This design comes from an exercise in tuning for a short achievable clock period and few clock cycles on the open sky130 flow, not from production work. In this exercise RTL edits were held to simulation tests only and were not proved equivalent to the original. Power is estimated from default activity; no workload was simulated.

$ cat design/flow/run.sh
#!/bin/bash
# synth_recipe.tcl (not shown) runs the flow's synth.tcl, then flattens the netlist and writes it again
# the make line also repeats each setting of config.mk as NAME=value (left out here)
make -C /OpenROAD-flow-scripts/flow DESIGN_CONFIG=/design/flow/config.mk WORK_HOME=/design/flow/orfs CLKGATE_MAP_FILE= SYNTH_SCRIPT=/design/flow/synth_recipe.tcl finish
$ cat design/flow/config.mk
export PLATFORM = sky130hd
export DESIGN_NAME = ftservo_scan
export DESIGN_NICKNAME = ftservo_scan
export VERILOG_FILES = /design/flow/design.v
export SDC_FILE = /design/flow/constraint.sdc
export NUM_CORES = 4
export LEC_CHECK = 0
export ABC_CLOCK_PERIOD_IN_PS = 4000
export CAP_MARGIN = 20
export CORE_MARGIN = 10
export CORE_UTILIZATION = 45
export SETUP_SLACK_MARGIN = 5
export SLEW_MARGIN = 20
$ cat design/flow/constraint.sdc
create_clock -name core_clock -period 10.0 [get_ports {clk}]
set_input_delay 2.0000 -clock core_clock [delete_from_list [all_inputs] [get_ports {clk}]]
set_output_delay 2.0000 -clock core_clock [all_outputs]
set_load 0.01 [all_outputs]
$ cat design/flow/design.v
module ftservo_scan (
    input  wire        clk,
    input  wire        rst,
    input  wire        buf_we,
    input  wire [7:0]  buf_addr,
    input  wire [7:0]  buf_wdata,
    input  wire        cmd_valid,
    input  wire        cmd_op,         
    input  wire [7:0]  cmd_xid,
    input  wire        cmd_any,
    input  wire [7:0]  cmd_n,
    output reg         busy,
    output reg         done,
    output reg  [7:0]  res_code,       
    output reg  [31:0] result,
    output reg         pkt_valid,
    output reg  [7:0]  pkt_id,
    output reg  [7:0]  pkt_err,
    output reg  [7:0]  pkt_count,
    output reg  [7:0]  pkt_off
);
    localparam [7:0] RES_SUCCESS   = 8'd0,
                     RES_RXWAITING = 8'd5,
                     RES_RXCORRUPT = 8'd7;
    localparam [7:0] RX_FRAME_MAX = 8'd250;
    localparam integer W = 4;            
    localparam [2:0] SC_EMPTY = 3'd0,    
                     SC_FF1   = 3'd1,    
                     SC_FF2   = 3'd2,    
                     SC_ID    = 3'd3,    
                     SC_BODY  = 3'd4;    
    reg [7:0] param_buf [0:255];
    reg       op_q;
    reg [7:0] x_q;
    reg       any_q;
    reg [8:0] n_q;
    reg [8:0] idx;       
    reg [2:0] sc;
    reg [8:0] h;         
    reg [7:0] id_q;
    reg [7:0] len_q;
    reg [7:0] err_q;
    reg [7:0] cnt;       
    reg [7:0] sum;
    always @(posedge clk) begin
        if (buf_we && !busy)
            param_buf[buf_addr] <= buf_wdata;
    end
    reg [2:0] t_sc;
    reg [8:0] t_h, t_i;
    reg [7:0] t_id, t_len, t_err, t_cnt, t_sum, b;
    reg       t_fin, t_pkt;
    reg [7:0] t_code;
    reg [15:0] t_cons, t_pos;
    integer k;
    always @(*) begin
        t_sc = sc; t_h = h; t_id = id_q; t_len = len_q; t_err = err_q; t_cnt = cnt; t_sum = sum;
        t_fin = 1'b0; t_pkt = 1'b0; t_code = RES_RXWAITING; t_cons = 16'd0; t_pos = 16'd0;
        t_i = idx;
        for (k = 0; k < W; k = k + 1) begin
            b = param_buf[{idx[7:2], 2'b00} + k];
            t_i = idx + k;
            if (!t_fin) begin
                if (t_i == n_q) begin
                    t_fin = 1'b1;
                    if (op_q == 1'b0) begin
                        t_code = RES_SUCCESS;
                        t_cons = {8'd0, ~t_sum};
                        t_pos  = 16'd0;
                    end else if (t_sc == SC_EMPTY) begin
                        t_code = RES_RXWAITING; t_cons = {7'd0, n_q}; t_pos = 16'hFFFF;
                    end else begin
                        t_code = RES_RXWAITING; t_cons = {7'd0, t_h}; t_pos = {7'd0, t_h};
                    end
                end else if (op_q == 1'b0) begin
                    t_sum = t_sum + b;
                end else begin
                    case (t_sc)
                        SC_EMPTY: begin
                            if (b == 8'hFF) begin
                                t_sc = SC_FF1;
                                t_h  = t_i;
                            end
                        end
                        SC_FF1: begin
                            if (b == 8'hFF)
                                t_sc = SC_FF2;
                            else
                                t_sc = SC_EMPTY;
                        end
                        SC_FF2: begin
                            if (any_q || (b == x_q)) begin
                                t_id = b;
                                t_sc = SC_ID;
                            end else if (b == 8'hFF) begin
                                t_h = t_h + 9'd1;
                            end else begin
                                t_sc = SC_EMPTY;
                            end
                        end
                        SC_ID: begin
                            if ((b < 8'd2) || ({1'b0, b} + 9'd4 > {1'b0, RX_FRAME_MAX})) begin
                                t_fin = 1'b1; t_code = RES_RXCORRUPT;
                                t_cons = {7'd0, t_h + 9'd1}; t_pos = {7'd0, t_h};
                            end else begin
                                t_len = b;
                                t_sum = t_id + b;
                                t_cnt = 8'd0;
                                t_sc  = SC_BODY;
                            end
                        end
                        default: begin
                            t_cnt = t_cnt + 8'd1;
                            if (t_cnt == t_len) begin
                                t_fin = 1'b1;
                                if (b == ~t_sum) begin
                                    t_pkt = 1'b1; t_code = RES_SUCCESS;
                                    t_cons = {7'd0, t_i + 9'd1}; t_pos = {7'd0, t_h};
                                end else begin
                                    t_code = RES_RXCORRUPT;
                                    t_cons = {7'd0, t_h + 9'd1}; t_pos = {7'd0, t_h};
                                end
                            end else begin
                                t_sum = t_sum + b;
                                if (t_cnt == 8'd1)
                                    t_err = b;
                            end
                        end
                    endcase
                end
            end
        end
    end
    always @(posedge clk) begin
        if (rst) begin
            busy      <= 1'b0;
            done      <= 1'b0;
            res_code  <= 8'd0;
            result    <= 32'd0;
            pkt_valid <= 1'b0;
            pkt_id    <= 8'd0;
            pkt_err   <= 8'd0;
            pkt_count <= 8'd0;
            pkt_off   <= 8'd0;
            op_q      <= 1'b0;
            x_q       <= 8'd0;
            any_q     <= 1'b0;
            n_q       <= 9'd0;
            idx       <= 9'd0;
            sc        <= SC_EMPTY;
            h         <= 9'd0;
            id_q      <= 8'd0;
            len_q     <= 8'd0;
            err_q     <= 8'd0;
            cnt       <= 8'd0;
            sum       <= 8'd0;
        end else begin
            done <= 1'b0;
            if (!busy) begin
                if (cmd_valid) begin
                    busy  <= 1'b1;
                    op_q  <= cmd_op;
                    x_q   <= cmd_xid;
                    any_q <= cmd_any;
                    n_q   <= {1'b0, cmd_n};
                    idx   <= 9'd0;
                    sc    <= SC_EMPTY;
                    h     <= 9'd0;
                    sum   <= 8'd0;
                end
            end else begin
                idx   <= idx + W;
                sc    <= t_sc;
                h     <= t_h;
                id_q  <= t_id;
                len_q <= t_len;
                err_q <= t_err;
                cnt   <= t_cnt;
                sum   <= t_sum;
                if (t_fin) begin
                    busy     <= 1'b0;
                    done     <= 1'b1;
                    res_code <= t_code;
                    result   <= {t_pos, t_cons};
                    if (op_q == 1'b1) begin
                        pkt_valid <= t_pkt;
                        if (t_pkt) begin
                            pkt_id    <= t_id;
                            pkt_err   <= t_err;
                            pkt_count <= t_len - 8'd2;
                            pkt_off   <= t_h[7:0] + 8'd5;
                        end
                    end
                end
            end
        end
    end
endmodule
==> results of run 1 <==
## worst min-delay path by stage
| stage | from | end | slack [ps] | cells past startpoint |
|---|---|---|---|---|
| after detailed placement | pkt_count[5] | pkt_count[5] | 470 | 2 |
| after floorplan | err_q[0] | err_q[0] | 460 | 2 |
| after CTS | pkt_valid | pkt_valid | 480 | 2 |
| after global placement | err_q[1] | err_q[1] | 470 | 2 |
| after global routing | pkt_count[5] | pkt_count[5] | 490 | 2 |
| final | pkt_count[5] | pkt_count[5] | 470 | 2 |
## layer usage
layer,wire length [um],GRT usage
met1,132000,0.369
met2,156000,0.428
met3,31500,0.0595
met4,16600,0.108
met5,106,0
## what timing repair did
item | CTS | global route
cloned | 9 | 7
pin swaps | 112 | 125
buffers inserted | 188 | 148
gates resized for setup | 384 | 349
endpoints found under the setup margin | 108 | 108
## synthesized netlist by cell type, drive strengths merged (42+ instances only)
master	instances	area, um^2
xor2	48	420
a21oi	286	1450
mux2i	236	2360
a22oi	74	556
a211oi	69	591
inv	104	390
mux4	515	11600
xnor2	131	1150
nand2	379	1430
nand3	120	601
edfxtp	2048	61500
ha	86	1080
o21ai	212	1070
buf	181	1060
clkbuf	233	876
dfxtp	139	2780
nor3	108	556
nor2	556	2090
o211ai	57	438
a31oi	42	290
## worst register-to-register path, delay by kind of cell, from the launching register on
kind | cells | cell delay [ps]
compound gates | 17 | 3330
flops | 1 | 350
fa+ha+maj | 4 | 760
xor+xnor | 2 | 390
buf+inv | 8 | 940
simple gates | 9 | 2380
mux | 1 | 160
## logic make-up after synthesis
group / after synthesis / share of synthesized area
AO/OA/AOI/OAI: 1198 / 0.0844
XOR/XNOR: 182 / 0.0165
adder cells (fa/ha/maj): 94 / 0.0125
buffers and inverters: 519 / 0.0235
flip-flops: 2187 / 0.650
multiplexers: 787 / 0.145
other: 1 / 0.0000379
AND/OR/NAND/NOR: 1467 / 0.0682
## through the flow
stage / area (um^2) / instances / total power [W]
2_1_floorplan: 100000 / 6446 / 0.0119
3_3_place_gp: 105000 / 9370 / 0.0131
3_5_place_dp: 105000 / 9370 / 0.0131
4_1_cts: 116000 / 9978 / 0.0215
5_1_grt: 119000 / 10100 / 0.0224
6_report: 119000 / 10100 / 0.0218
## report_power, final
group	total, W	switching (W)	internal (W)
registers	0.0101	0.0000978	0.0100
clock network	0.00826	0.00361	0.00464
logic	0.00341	0.00202	0.00138
total	0.0218	0.00574	0.0161
## final cells by class
cell class	instances	area (um^2)
Antenna cell	5	12.5
Clock buffer	256	5690
Clock inverter	155	1570
Fill cell	17400	100000
Inverter	105	419
Multi-Input combinational cell	3742	35800
Sequential cell	2187	64300
Tap cell	2871	3590
Timing Repair Buffer	818	7870
## flip-flops by register name, summed over array words and instances, names as in the netlist, named ones only
signal,flops
op_q,1
idx,7
sum,8
pkt_id,8
any_q,1
x_q,8
cnt,8
busy,1
h,9
res_code,2
pkt_err,8
id_q,8
pkt_valid,1
sc,3
done,1
param_buf,2048
pkt_off,8
result,19
len_q,8
n_q,8
pkt_count,8
err_q,8
==> summary.txt, run 1 <==
Finish
  • Most common cell after layout, fill and taps aside: edfxtp_1
  • Final net count: 7207
  • Share of layout cells above drive strength 1: 0.303
  • Area growth syn-to-layout: 20.6%
  • Core Util, Final: 0.544
  • Most frequent cells in the layout: edfxtp_1 (2048), buf_4 (552), nor2_1 (519)

Yosys
  • Post-synth EDFFs: 2048
  • Cell Area, Synth: 99000 um^2
  • Asr flop ratio synth: 0
  • Top FF cell, synth: edfxtp_1
  • Yosys reg bits: 2187
  • Gate Count Post-Synth: 6435
  • Warnings, synthesis: 1
  • Unique masters post-synth: 119
  • Avg Cell Area, Syn: 15.4 um^2
  • Part of the Yosys area used for sequential elements: 0.650

Route
  • WL final: 336000 um
  • First drt pass iteration count: 6
  • Routed WL per cell: 33.1 um
  • Overall via count from detail_route: 65100
  • Via/cell ratio: 6.42
  • Drc violations: 0
  • Iter 0 DRT Violations: 8210
  • Post-DRT Antenna Nets: 0

Setup path
  • Register-to-Register Path Depth: 41
  • Crit Path Max Fanout: 7
  • Crit start category: register
  • CP Depth: 41
  • CP bufs+invs: 8
  • Most used cell, CP: ha_4
  • Largest stage delay on the critical path: 430 ps
  • Critical Path RT: 10680 ps
  • Setup CP Type: register to register
  • Worst path slowest cell: or3b_4
  • CP delay by family, top: compound AO/OA/AOI/OAI gates
  • Slack of the worst reg-to-reg path: 1490 ps
  • Worst setup path endpoint: pkt_off[3]
  • CP arrival: 9190 ps
  • CP Capture Type: register
  • Worst r2r dst: pkt_off[3]

Die
  • Initial core utilization: 0.451
  • DIE AREA: 239000 um^2
  • Die width: 489 um
  • Die H: 489 um
  • I/O pins: 113
  • Core Area: 219000 um^2
  • Cell row count: 172

Timing
  • Slew Viols, Final: 0
  • Setup tns final: 0 ps
  • Final Hold Fails: 0
  • Least-Margin Pin Slew: 1190 ps
  • Worst Skew: 86.5 ps
  • Hold slack: 472 ps
  • Top achievable clock speed: 118 MHz
  • RSZ-0062 raised after global routing: yes
  • Rel. slew slack: 0.202
  • Final Cycle Share: 0.851
  • Fin crit period: 8510 ps
  • Worst setup slack after layout: 1490 ps
  • Final setup fails: 0

Placement
  • Port Buffers: 100
  • Place WS: 115 ps
  • Placer Congestion: 1.03
  • HPWL after DPL: 222000 um

Global route
  • Vias in the first global route: 63300
  • Initial antenna violation count: 17
  • Grt ovf: 0
  • Largest net degree at the start of global routing: 146
  • GRT Total Usage: 0.272
  • First-pass GRT wire length: 470000 um

Clock network
  • Clk latency of the worst-skew pair: 900 ps
  • Root Buffer: clkbuf_16
  • CTS tree: built
  • Htree depth: 4
  • CTS sink cnt: 2187
  • Clk slew on worst S/H paths: 70 ps
  • Clock Path Buffers: 3
  • Clock buffer count from CTS: 221
  • Post-CTS Hold Fix Bufs: 0

Power and ir drop
  • PD cells: 183 nW/um^2
  • Leak: 38.1 nW
  • Worst vdd ir: 0.000188 V

Worst hold path
  • HP Class: register to register

Job
  • Max capacitance violation total: 0

Status
  • Status: timing/DRC/antenna clean
Testbench counts, summed over its fixed seeds: cycles 111,359.
==> inputs of run 2 (changes only) <==
==> design/flow/config.mk (replaced) <==
export PLATFORM = sky130hd
export DESIGN_NAME = ftservo_scan
export DESIGN_NICKNAME = ftservo_scan
export VERILOG_FILES = /design/flow/design.v
export SDC_FILE = /design/flow/constraint.sdc
export NUM_CORES = 4
export LEC_CHECK = 0
export ABC_CLOCK_PERIOD_IN_PS = 2500
export CAP_MARGIN = 20
export CORE_MARGIN = 10
export CORE_UTILIZATION = 40
export SETUP_SLACK_MARGIN = 5
export SLEW_MARGIN = 20
==> run 2 against run 1 <==
  * Combinational power rose by 3%
  * Flip-flop and latch count stayed put
  * Maximum frequency decreased by 1.0%
  * Register-to-register slack got worse by 90 ps
  * Via count shrank 0.17%
  * Routed wire length is 2.0% higher
  * Highest routed layer unchanged
==> summary.txt, run 2 <==
Status
  • Status: timing/DRC/antenna clean (unchanged)

Clock network
  • Htree depth: 4 (unchanged)
  • Root Buffer: clkbuf_16 (unchanged)
  • CTS sink cnt: 2187 (unchanged)
  • CTS tree: built (unchanged)
  • Clock buffer count from CTS: 219 (was 221)
  • Clk slew on worst S/H paths: 60 ps (was 70 ps)
  • Clock Path Buffers: 3 (unchanged)
  • Post-CTS Hold Fix Bufs: 0 (unchanged)
  • Clk latency of the worst-skew pair: 880 ps (was 900 ps)

Timing
  • Final Hold Fails: 0 (unchanged)
  • Slew Viols, Final: 0 (unchanged)
  • Top achievable clock speed: 116 MHz (was 118 MHz)
  • Rel. slew slack: 0.226 (was 0.202)
  • RSZ-0062 raised after global routing: yes (unchanged)
  • Final setup fails: 0 (unchanged)
  • Worst Skew: 84.5 ps (was 86.5 ps)
  • Least-Margin Pin Slew: 1150 ps (was 1190 ps)
  • Worst setup slack after layout: 1400 ps (was 1490 ps)
  • Fin crit period: 8600 ps (was 8510 ps)
  • Final Cycle Share: 0.860 (was 0.851)
  • Setup tns final: 0 ps (unchanged)

Die
  • I/O pins: 113 (unchanged)
  • Die width: 517 um (was 489 um)
  • Cell row count: 182 (was 172)
  • Initial core utilization: 0.402 (was 0.451)
  • Core Area: 246000 um^2 (was 219000 um^2)
  • DIE AREA: 268000 um^2 (was 239000 um^2)
  • Die H: 517 um (was 489 um)

Finish
  • Most common cell after layout, fill and taps aside: edfxtp_1 (unchanged)
  • Core Util, Final: 0.487 (was 0.544)
  • Multi-input gate area: 35700 um^2 (was 35800 um^2)
  • Most frequent cells in the layout: edfxtp_1 (2048), buf_4 (540), nor2_1 (526) (was edfxtp_1 (2048), buf_4 (552), nor2_1 (519))
  • Top Registers: param_buf: 2048 flops, result: 19 flops, h: 9 flops (unchanged)
  • Final Non-Filler Cells: 10500 (was 10100)
  • Fill cell count: 20700 (was 17400)
  • Largest Register: param_buf (unchanged)
  • Final net count: 7202 (was 7207)
  • Share of layout cells above drive strength 1: 0.298 (was 0.303)
  • Area growth syn-to-layout: 21.1% (was 20.6%)
  • Register area: 64300 um^2 (about the same)
  • Max reg flops: 2048 (unchanged)

Power and ir drop
  • Leak: 38.1 nW (about the same)
  • P_int: 0.0161 W (about the same)
  • Worst vdd ir: 0.000195 V (was 0.000188 V)
  • Combinational share of power: 0.161 (was 0.156)
  • Reg power frac: 0.461 (was 0.465)
  • PD cells: 183 nW/um^2 (about the same)
  • Psw: 0.00583 W (was 0.00574 W)
  • Sw Share: 0.266 (was 0.263)
  • Clock power share: 0.378 (was 0.379)

Yosys
  • Warnings, synthesis: 1 (unchanged)
  • Avg Cell Area, Syn: 15.4 um^2 (unchanged)
  • Asr flop ratio synth: 0 (unchanged)
  • Post-synth EDFFs: 2048 (unchanged)
  • Gate Count Post-Synth: 6435 (unchanged)
  • Top FF cell, synth: edfxtp_1 (unchanged)
  • Unique masters post-synth: 119 (unchanged)
  • Top-area cell type share of the netlist area: 0.621 (unchanged)
  • Cell Area, Synth: 99000 um^2 (unchanged)
  • Synth cell count leaders: edfxtp_1 (2048), nor2_1 (555), mux4_2 (515), nand2_1 (378), a21oi_1 (282) (unchanged)
  • Area leader, netlist: edfxtp_1 (unchanged)
  • Top area cells in the synthesized netlist: edfxtp_1 (62%), mux4_2 (12%), dfxtp_1 (2.8%) (unchanged)
  • Count leader, synth: edfxtp_1 (unchanged)
  • Part of the Yosys area used for sequential elements: 0.650 (unchanged)
  • Yosys reg bits: 2187 (unchanged)

Route
  • WL final: 343000 um (was 336000 um)
  • Drc violations: 0 (unchanged)
  • Post-DRT Antenna Nets: 0 (unchanged)
  • Iter 0 DRT Violations: 7945 (was 8210)
  • First drt pass iteration count: 8 (was 6)
  • Overall via count from detail_route: 64900 (was 65100)
  • Via/cell ratio: 6.20 (was 6.42)
  • Routed WL per cell: 32.7 um (was 33.1 um)

Placement
  • Placed insts: 9716 (was 9370)
  • Port Buffers: 100 (unchanged)
  • Placer Congestion: 1.06 (was 1.03)
  • Place WS: 276 ps (was 115 ps)
  • HPWL after DPL: 228000 um (was 222000 um)

Setup path
  • CP bufs+invs: 9 (was 8)
  • Setup CP Type: register to register (unchanged)
  • CP arrival: 9350 ps (was 9190 ps)
  • Most used cell, CP: buf_4 (was ha_4)
  • Crit start category: register (unchanged)
  • Worst path slowest cell: or3b_4 (unchanged)
  • Slack of the worst reg-to-reg path: 1400 ps (was 1490 ps)
  • Crit Path Max Fanout: 7 (unchanged)
  • CP delay by family, top: compound AO/OA/AOI/OAI gates (unchanged)
  • Critical Path RT: 10750 ps (was 10680 ps)
  • Largest stage delay on the critical path: 420 ps (was 430 ps)
  • Register-to-Register Path Depth: 42 (was 41)
  • CP Capture Type: register (unchanged)
  • Worst r2r dst: pkt_off[0] (was pkt_off[3])

Job
  • Max capacitance violation total: 0 (unchanged)

Global route
  • GRT Total Usage: 0.248 (was 0.272)
  • Grt ovf: 0 (unchanged)
  • First-pass GRT wire length: 480000 um (was 470000 um)
  • Initial antenna violation count: 21 (was 17)
  • Vias in the first global route: 63500 (was 63300)
  • Largest net degree at the start of global routing: 135 (was 146)

Worst hold path
  • HP Class: register to register (unchanged)
  • Worst Hold Depth: 2 (unchanged)
  • Hold_sp: pkt_valid (was pkt_count[5])
  • WHS Endpoint: pkt_valid (was pkt_count[5])
==> run 2: final cells by class <==
class,count,share of cell area
antenna,4,0.0000836
clock buffer,270,0.0477
clock inverter,136,0.0127
inverter,105,0.00349
multi-input combinational,3740,0.298
sequential,2187,0.537
tap,3220,0.0336
timing repair buffer,817,0.0673
==> run 2: worst max-delay path by stage <==
| stage | startpoint | to | slack, ps | cells after the start |
|---|---|---|---|---|
| 6_report | register | pkt_off[0] | 1400 | 42 |
| 5_1_grt | register | pkt_off[0] | 1180 | 44 |
| 4_1_cts | register | pkt_off[0] | 1540 | 40 |
| 3_5_place_dp | register | pkt_err[5] | 280 | 30 |
| 3_3_place_gp | idx[2] | pkt_id[4] | 350 | 31 |
| 2_1_floorplan | register | pkt_count[3] | 1850 | 44 |
==> run 2: metrics by stage <==
| step | power, W | hold slack, ps | instance area, um^2 |
|---|---|---|---|
| detailed placement | 0.0131 | 470 | 106000 |
| floorplan | 0.0119 | 460 | 100000 |
| global route | 0.0225 | 495 | 120000 |
| global placement | 0.0131 | 458 | 106000 |
| CTS | 0.0217 | 478 | 117000 |
| finish | 0.0219 | 471 | 120000 |
==> run 2: routing by layer <==
layer  global-route usage  part of all wire
met5                    0           0.00026
met4                0.108             0.054
met3               0.0521             0.088
met2                0.389              0.46
met1                0.334              0.40
==> run 2: power groups by stage <==
stage               clock (W)  sequential [W]  combinational, W
detailed placement          0          0.0103           0.00284
global placement            0          0.0103           0.00283
finish                0.00829          0.0101           0.00352
CTS                   0.00840          0.0101           0.00322
floorplan                   0          0.0103           0.00168
global route          0.00877          0.0101           0.00366
==> run 2: timing repair <==
action,CTS,global route
pin swaps,124,157
buffers inserted,209,123
resized for setup,416,310
cloned,14,5
setup endpoints to repair,108,108
==> run 2: tightest hold or removal path, delay by kind of cell, from the launching register on <==
kind | cells | cell delay (ps)
flip-flops | 1 | 310
AND/OR/NAND/NOR | 1 | 70
AO/OA/AOI/OAI | 1 | 50
==> run 2: kinds of logic (layout without fill, tap and decap cells) <==
logic type,after synthesis,after routing,synth area share
buf+inv,519,1328,0.0235
xor+xnor,182,182,0.0165
simple gates,1467,1467,0.0682
mux,787,787,0.145
compound gates,1198,1198,0.0844
fa+ha+maj,94,94,0.0125
other cells,1,16,0.0000379
flops,2187,2187,0.650

[what the ideal ports hide]
No port has a modelled driver above. Below, the same layouts with a new extraction and two added sets of constraints. Step 1 assumes that a clkbuf_16 drives the clock port and a buf_2 every other input. Step 2, shift: input delay + t, output delay - t, t = (earliest + latest rising clock arrival at the registers) / 2. This alone moves slack from input paths to output paths. Slacks: ideal ports / drivers / drivers and shift; pairs: ideal ports / drivers.
| run | shift t [ns] | setup WS [ns] | worst data-port slew with drivers (ns) |
|---|---|---|---|
| run 1 | 0.953 | 1.490 / 1.490 / 1.490 | 0.16 |
| run 2 | 0.938 | 1.402 / 1.402 / 1.402 | 0.15 |
After both steps setup and hold are still met in every run listed.
